This design comes from an exercise in tuning for small area on the open sky130 flow, not from production work. At most, simulation tests tie the RTL to the original design; equivalence was not proved. Power figures rest on the tool's default switching activity, not on a simulated workload.

==> job 1181: inputs <==
## epd_ctrl
module epd_ctrl (
    input  wire        clk,
    input  wire        rst,
    input  wire        bus_valid,
    input  wire        bus_write,
    input  wire [2:0]  bus_addr,
    input  wire [31:0] bus_wdata,
    output wire        bus_ready,
    output reg  [31:0] bus_rdata,
    output wire        pin_drv_en,
    output wire        pin_vdd,
    output wire        pin_vneg,
    output wire        pin_vpos,
    output wire        pin_le,
    output wire        pin_oe,
    output wire        pin_cl,
    output wire        pin_sph,
    output wire [7:0]  pin_d,
    output wire        pin_ckv,
    output wire        pin_gmode,
    output wire        pin_spv
);
clock: 10.0 ns
lec_check: 0
abc_area: 1
cap_margin: 20
core_margin: 2
core_utilization: 40
cts_buf_list: sky130_fd_sc_hd__clkbuf_4 sky130_fd_sc_hd__clkbuf_8
place_density: 0.6
slew_margin: 20
run.sh (not shown) runs the stock make flow with config.mk's settings and CLKGATE_MAP_FILE= SYNTH_SCRIPT=/design/flow/synth_recipe.tcl, a recipe that flattens the netlist after the stock synthesis.
==> job 2839: changes against job 1181 <==
--- a/flow/design.v
+++ b/flow/design.v
@@ -1,123 +1,8 @@
-module epd_scan (
-    input  wire       clk,
-    input  wire       rst,
-    input  wire [3:0] op,
-    input  wire [4:0] arg,         
-    input  wire [4:0] t,
-    input  wire [7:0] hw_byte,     
-    output reg        vdd,
-    output reg        vneg,
-    output reg        vpos,
-    output reg        le,
-    output reg        oe,
-    output reg        cl,
-    output reg        sph,
-    output reg  [7:0] d,
-    output reg        ckv,
-    output reg        gmode,
-    output reg        spv
-);
-    localparam OP_NONE   = 4'd15;
-    localparam OP_SET    = 4'd0;
-    localparam OP_QCLK   = 4'd2;
-    localparam OP_VSTART = 4'd3;
-    localparam OP_VSTOP  = 4'd4;
-    localparam OP_VWRITE = 4'd5;
-    localparam OP_VSKIP  = 4'd6;
-    localparam OP_VBULK  = 4'd7;
-    localparam OP_HSTART = 4'd8;
-    localparam OP_HWRITE = 4'd9;
-    localparam OP_HSTOP  = 4'd10;
-    localparam OP_GROUND = 4'd11;
-    always @(posedge clk) begin
-        if (rst) begin
-            vdd <= 1'b0; vneg <= 1'b0; vpos <= 1'b0; le <= 1'b0; oe <= 1'b0;
-            cl <= 1'b0; sph <= 1'b0; d <= 8'h00; ckv <= 1'b0; gmode <= 1'b0; spv <= 1'b0;
-        end else begin
-            case (op)
-                OP_SET: if (t == 5'd2) begin
-                    case (arg[4:1])
-                        4'd0: vdd  <= arg[0];
-                        4'd1: vneg <= arg[0];
-                        4'd2: vpos <= arg[0];
-                        default: oe <= arg[0];
-                    endcase
-                end
-                OP_GROUND: case (t)
-                    5'd2: le    <= 1'b0;
-                    5'd3: oe    <= 1'b0;
-                    5'd4: cl    <= 1'b0;
-                    5'd5: sph   <= 1'b0;
-                    5'd6: d     <= 8'h00;
-                    5'd7: ckv   <= 1'b0;
-                    5'd8: gmode <= 1'b0;
-                    5'd9: spv   <= 1'b0;
-                    default: ;
-                endcase
-                OP_HSTART: case (t)
-                    5'd2: le  <= 1'b0;
-                    5'd3: oe  <= 1'b0;
-                    5'd4: sph <= 1'b0;
-                    default: ;
-                endcase
-                OP_HWRITE: case (t)
-                    5'd2: d  <= hw_byte;
-                    5'd4: cl <= 1'b1;
-                    5'd6: cl <= 1'b0;
-                    default: ;
-                endcase
-                OP_HSTOP: case (t)
-                    5'd2: le  <= 1'b1;
-                    5'd4: le  <= 1'b0;
-                    5'd5: sph <= 1'b1;
-                    default: ;
-                endcase
-                OP_VSTART: case (t)
-                    5'd2: gmode <= 1'b1;
-                    5'd3, 5'd8, 5'd13: ckv <= 1'b1;
-                    5'd5, 5'd10, 5'd15: ckv <= 1'b0;
-                    5'd7: spv <= 1'b0;
-                    5'd12: spv <= 1'b1;
-                    default: ;
-                endcase
-                OP_VSTOP: begin
-                    if (t == 5'd2) gmode <= 1'b0;
-                    else if (t[0] && t >= 5'd3 && t <= 5'd21) ckv <= t[1];
-                end
-                OP_QCLK: case (t)
-                    5'd2: ckv <= 1'b1;
-                    5'd4: ckv <= 1'b0;
-                    default: ;
-                endcase
-                OP_VWRITE: case (t)
-                    5'd2: ckv <= 1'b1;
-                    5'd3: oe  <= 1'b1;
-                    5'd9: oe  <= 1'b0;
-                    5'd10: ckv <= 1'b0;
-                    default: ;
-                endcase
-                OP_VSKIP: case (t)
-                    5'd2: ckv <= 1'b1;
-                    5'd3: oe  <= 1'b1;
-                    5'd5: oe  <= 1'b0;
-                    5'd6: ckv <= 1'b0;
-                    default: ;
-                endcase
-                OP_VBULK: case (t)
-                    5'd2: ckv <= 1'b1;
-                    5'd11: ckv <= 1'b0;
-                    default: ;
-                endcase
-                default: ;
-            endcase
-        end
-    end
-endmodule
 module epd_ctrl (
     input  wire        clk,
     input  wire        rst,
     input  wire        bus_valid,
     input  wire        bus_write,
     input  wire [2:0]  bus_addr,
     input  wire [31:0] bus_wdata,
     output wire        bus_ready,
@@ -262,23 +147,113 @@
             S_SC_VSTOP: begin s_op = OP_VSTOP; s_end = 9'd23; end
             S_SC_OE0:   begin s_op = OP_SET; s_arg = A_OE0; s_end = 9'd3; end
             S_SC_WAIT:  s_end = 9'd23;
             default: ;
         endcase
     end
     wire last = (t == s_end);
     wire [7:0] hw_byte;
-    epd_scan u_scan (
-        .clk(clk), .rst(rst),
-        .op(s_op), .arg(s_arg), .t(t[4:0]), .hw_byte(hw_byte),
-        .vdd(pin_vdd), .vneg(pin_vneg), .vpos(pin_vpos), .le(pin_le), .oe(pin_oe),
-        .cl(pin_cl), .sph(pin_sph), .d(pin_d), .ckv(pin_ckv), .gmode(pin_gmode),
-        .spv(pin_spv)
-    );
+    wire [4:0] t5 = t[4:0];
+    reg vdd, vneg, vpos, le, oe, cl, sph, ckv, gmode, spv;
+    reg [7:0] d;
+    assign pin_vdd = vdd;
+    assign pin_vneg = vneg;
+    assign pin_vpos = vpos;
+    assign pin_le = le;
+    assign pin_oe = oe;
+    assign pin_cl = cl;
+    assign pin_sph = sph;
+    assign pin_d = d;
+    assign pin_ckv = ckv;
+    assign pin_gmode = gmode;
+    assign pin_spv = spv;
+    always @(posedge clk) begin
+        if (rst) begin
+            vdd <= 1'b0; vneg <= 1'b0; vpos <= 1'b0; le <= 1'b0; oe <= 1'b0;
+            cl <= 1'b0; sph <= 1'b0; d <= 8'h00; ckv <= 1'b0; gmode <= 1'b0; spv <= 1'b0;
+        end else begin
+            case (s_op)
+                OP_SET: if (t5 == 5'd2) begin
+                    case (s_arg[4:1])
+                        4'd0: vdd  <= s_arg[0];
+                        4'd1: vneg <= s_arg[0];
+                        4'd2: vpos <= s_arg[0];
+                        default: oe <= s_arg[0];
+                    endcase
+                end
+                OP_GROUND: case (t5)
+                    5'd2: le    <= 1'b0;
+                    5'd3: oe    <= 1'b0;
+                    5'd4: cl    <= 1'b0;
+                    5'd5: sph   <= 1'b0;
+                    5'd6: d     <= 8'h00;
+                    5'd7: ckv   <= 1'b0;
+                    5'd8: gmode <= 1'b0;
+                    5'd9: spv   <= 1'b0;
+                    default: ;
+                endcase
+                OP_HSTART: case (t5)
+                    5'd2: le  <= 1'b0;
+                    5'd3: oe  <= 1'b0;
+                    5'd4: sph <= 1'b0;
+                    default: ;
+                endcase
+                OP_HWRITE: case (t5)
+                    5'd2: d  <= hw_byte;
+                    5'd4: cl <= 1'b1;
+                    5'd6: cl <= 1'b0;
+                    default: ;
+                endcase
+                OP_HSTOP: case (t5)
+                    5'd2: le  <= 1'b1;
+                    5'd4: le  <= 1'b0;
+                    5'd5: sph <= 1'b1;
+                    default: ;
+                endcase
+                OP_VSTART: case (t5)
+                    5'd2: gmode <= 1'b1;
+                    5'd3, 5'd8, 5'd13: ckv <= 1'b1;
+                    5'd5, 5'd10, 5'd15: ckv <= 1'b0;
+                    5'd7: spv <= 1'b0;
+                    5'd12: spv <= 1'b1;
+                    default: ;
+                endcase
+                OP_VSTOP: begin
+                    if (t5 == 5'd2) gmode <= 1'b0;
+                    else if (t5[0] && t5 >= 5'd3 && t5 <= 5'd21) ckv <= t5[1];
+                end
+                OP_QCLK: case (t5)
+                    5'd2: ckv <= 1'b1;
+                    5'd4: ckv <= 1'b0;
+                    default: ;
+                endcase
+                OP_VWRITE: case (t5)
+                    5'd2: ckv <= 1'b1;
+                    5'd3: oe  <= 1'b1;
+                    5'd9: oe  <= 1'b0;
+                    5'd10: ckv <= 1'b0;
+                    default: ;
+                endcase
+                OP_VSKIP: case (t5)
+                    5'd2: ckv <= 1'b1;
+                    5'd3: oe  <= 1'b1;
+                    5'd5: oe  <= 1'b0;
+                    5'd6: ckv <= 1'b0;
+                    default: ;
+                endcase
+                OP_VBULK: case (t5)
+                    5'd2: ckv <= 1'b1;
+                    5'd11: ckv <= 1'b0;
+                    default: ;
+                endcase
+                default: ;
+            endcase
+        end
+    end
     assign pin_drv_en = drv_en;
     wire busy = (state != S_IDLE);
     wire cmd_wr = bus_valid && bus_write && (bus_addr == 3'd0);
     assign bus_ready = !(cmd_wr && busy);
     wire [31:0] status = {7'd0, drv_en, 5'd0, cursor, 6'd0, err_noinit, err_illegal,
                           2'd0, power, 2'd0, init_done, busy};
     always @(*) begin
         case (bus_addr)
@@ -322,35 +297,34 @@
     wire [6:0]    tap  = q0[ridx*7 +: 7];
     wire          at_tap = (ph == t_lo);
     reg  [6:0]  sg;
     wire [7:0]  rd_byte  = tdec(at_tap ? tap : sg);
     wire [7:0]  pix_old  = rd_byte;
     wire [2:0]  pix_sh   = 3'd6 - {px[1:0], 1'b0};
     wire [7:0]  pix_code = colour ? 8'h02 : 8'h01;
     wire [7:0]  pix_new  = (pix_old & ~(8'h03 << pix_sh)) | (pix_code << pix_sh);
-    wire        zf_fill  = (state == S_ZF) && !t[5];
     wire        rmw_en   = (state == S_DR && inr && hit) || (state == S_ZF && t[5])
                            || state == S_RMW || rmw_d;
     wire        rmw_go   = rmw_en && at_tap;
-    wire        zf_go    = zf_fill && (ph == cursor[2:1]);
+    wire        zf_go    = (state == S_CMAP);
     wire [6:0]  wval     = zf_go ? 7'd0 : tenc(pix_new);
     wire [7:0]  line_byte = hit ? rd_byte : 8'h00;
     wire [7:0] clr_byte = (sc == 4'd0) ? (colour ? 8'h55 : 8'hAA)
                                        : (colour ? 8'hAA : 8'h55);
     assign hw_byte = (op == 3'd5) ? clr_byte : line_byte;
     integer r;
     always @(posedge clk) begin
         if (rst) ph <= 2'd0;
         else     ph <= ph[1] ? 2'd0 : ph + 2'd1;
         if (at_tap) sg <= tap;
         q0 <= q1;
         q1 <= q2;
         for (r = 0; r < 64; r = r + 1)
-            q2[r*7 +: 7] <= ((rmw_go && ridx == r) || (zf_go && r[5] == cursor[0]))
+            q2[r*7 +: 7] <= ((rmw_go && ridx == r) || zf_go)
                             ? wval : q0[r*7 +: 7];
     end
     function [3:0] pdec(input [2:0] c);
         pdec = (c[1] & c[0]) ? {2'b10, 1'b0, c[2]} : {1'b0, c[2], c[1:0]};
     endfunction
     function [2:0] penc(input [3:0] p);
         penc = {p[3] ? p[0] : p[2], p[3] | p[1], p[3] | p[0]};
     endfunction
==> flow/flow/run.sh (new file) <==
#!/bin/bash
# Own layout flow: the standard layout (standard.sh), with two changes in how
# the layout is made:
#  - synthesis is the standard synthesis (synth_recipe.tcl), except that ABC maps
#    the combinational logic with an area-oriented script (flow/area.abc);
#    registers, their names and cell types are those of the standard synthesis;
#  - clock tree synthesis runs without dummy loads and with small clock buffers.
# Each tool's full output goes to a log file in the work folder.
set -euo pipefail
W=$(pwd)
cat > "$W/own_synth.tcl" <<EOT
proc abc {args} {
  set i [lsearch \$args -script]
  if {\$i >= 0} { lset args [expr {\$i + 1}] {$W/flow/area.abc} }
  yosys abc {*}\$args
}
source {$W/synth_recipe.tcl}
EOT
sed "s#SYNTH_SCRIPT=[^ ]*synth_recipe.tcl#SYNTH_SCRIPT=$W/own_synth.tcl#" standard.sh > own_standard.sh
grep -q "SYNTH_SCRIPT=$W/own_synth.tcl" own_standard.sh
export CTS_ARGS="-sink_clustering_enable -repair_clock_nets -dont_use_dummy_load -sink_clustering_size 16 -sink_clustering_max_diameter 60 -buf_list {sky130_fd_sc_hd__clkbuf_4 sky130_fd_sc_hd__clkbuf_8}"
bash own_standard.sh synth > synth.log 2>&1
bash own_standard.sh > layout.log 2>&1
test -s out/final.def
==> flow/flow/area.abc (new file) <==
strash
&get -n
&dch -f
&nf -a -R 1000
&put
topo
==> flow/standard.sh (new file) <==
#!/bin/bash
# synth_recipe.tcl (not shown) runs the flow's synth.tcl, then flattens the netlist and writes it again
# the make line also repeats each setting of config.mk as NAME=value (left out here)
make -C /OpenROAD-flow-scripts/flow DESIGN_CONFIG=/design/flow/config.mk WORK_HOME=/design/flow/orfs CLKGATE_MAP_FILE= SYNTH_SCRIPT=/design/flow/synth_recipe.tcl "${@:-finish}"
- ABC_AREA: 1 -> unset
- CTS_BUF_LIST: sky130_fd_sc_hd__clkbuf_4 sky130_fd_sc_hd__clkbuf_8 -> unset
removed: flow/run.sh
==> job 2133: changes against job 1181 <==
--- a/flow/design.v
+++ b/flow/design.v
@@ -322,35 +322,34 @@
     wire [6:0]    tap  = q0[ridx*7 +: 7];
     wire          at_tap = (ph == t_lo);
     reg  [6:0]  sg;
     wire [7:0]  rd_byte  = tdec(at_tap ? tap : sg);
     wire [7:0]  pix_old  = rd_byte;
     wire [2:0]  pix_sh   = 3'd6 - {px[1:0], 1'b0};
     wire [7:0]  pix_code = colour ? 8'h02 : 8'h01;
     wire [7:0]  pix_new  = (pix_old & ~(8'h03 << pix_sh)) | (pix_code << pix_sh);
-    wire        zf_fill  = (state == S_ZF) && !t[5];
     wire        rmw_en   = (state == S_DR && inr && hit) || (state == S_ZF && t[5])
                            || state == S_RMW || rmw_d;
     wire        rmw_go   = rmw_en && at_tap;
-    wire        zf_go    = zf_fill && (ph == cursor[2:1]);
+    wire        zf_go    = (state == S_CMAP);
     wire [6:0]  wval     = zf_go ? 7'd0 : tenc(pix_new);
     wire [7:0]  line_byte = hit ? rd_byte : 8'h00;
     wire [7:0] clr_byte = (sc == 4'd0) ? (colour ? 8'h55 : 8'hAA)
                                        : (colour ? 8'hAA : 8'h55);
     assign hw_byte = (op == 3'd5) ? clr_byte : line_byte;
     integer r;
     always @(posedge clk) begin
         if (rst) ph <= 2'd0;
         else     ph <= ph[1] ? 2'd0 : ph + 2'd1;
         if (at_tap) sg <= tap;
         q0 <= q1;
         q1 <= q2;
         for (r = 0; r < 64; r = r + 1)
-            q2[r*7 +: 7] <= ((rmw_go && ridx == r) || (zf_go && r[5] == cursor[0]))
+            q2[r*7 +: 7] <= ((rmw_go && ridx == r) || zf_go)
                             ? wval : q0[r*7 +: 7];
     end
     function [3:0] pdec(input [2:0] c);
         pdec = (c[1] & c[0]) ? {2'b10, 1'b0, c[2]} : {1'b0, c[2], c[1:0]};
     endfunction
     function [2:0] penc(input [3:0] p);
         penc = {p[3] ? p[0] : p[2], p[3] | p[1], p[3] | p[0]};
     endfunction
- CTS_CLUSTER_DIAMETER: unset -> 60
- CTS_CLUSTER_SIZE: unset -> 16
==> comparison table <==
	job 1181	job 2133	job 2839
Outcome	finished clean	finished clean	finished clean
Number of vias per cell	4.82	4.92	5.04
GRT Util Overall	20.2%	20.0%	18.2%
Worst clock skew	0.0719 ns	0.0609 ns	0.105 ns
Met1 Track Usage GR	26.8%	29.0%	26.6%
Internal power	9150 uW	8710 uW	9030 uW
Tcrit/Tclk final	69.6%	72.1%	85.1%
Cell with the largest stage delay on the worst path	buf_4	nor2_8	mux2i_1
Die area	119000 um^2	118000 um^2	107000 um^2
Synthesized-area fraction occupied by ao, oa, aoi and oai cells	7.78%	6.53%	14.7%
Most common cell after layout, fill and taps aside	nand2_1	nand2_1	dfxtp_1
Met2 layer wire length in the routed design	53.7 mm	51.2 mm	43.2 mm
Leakage	0.0220 uW	0.0208 uW	0.0166 uW
Netlist area before placement	46500 um^2	46200 um^2	41800 um^2
Hold path start	q1[72]$_DFF_P_	q1[383]$_DFF_P_	q1[440]$_DFF_P_
# H-tree levels	4	3	3
Only the layout flow was run in job 1181 and job 2133; the RTL was not checked for function there.

==> re-timing with driven ports <==
In the flow no input, the clock included, has a driving cell. The finished layouts below were timed again as built, in two steps. Step 1 (the two cells are an assumption about what drives the block):
set clk [get_ports {clk}]
set_driving_cell -lib_cell sky130_fd_sc_hd__clkbuf_16 $clk
set_driving_cell -lib_cell sky130_fd_sc_hd__buf_2 [delete_from_list [all_inputs] $clk]
Step 2 times the ports against the registers' clock, not the clock port: input delays grow and output delays shrink by t, the midpoint of the rising clock arrivals with the driver on. Three values: no drivers, after step 1, after step 2; two values: the first two.
run | t, ns | setup WS [ns] | hold WS [ns] | cell pins on the clock port's net
job 1181 | 0.943 | 3.043 / 3.043 / 3.043 | 0.287 / 0.287 / 0.287 | 1
job 2839 | 0.800 | 1.487 / 1.487 / 1.487 | 0.233 / 0.233 / 0.233 | 1
job 2133 | 0.867 | 2.785 / 2.785 / 2.785 | 0.307 / 0.307 / 0.307 | 1
After both steps every run listed still meets setup and hold.
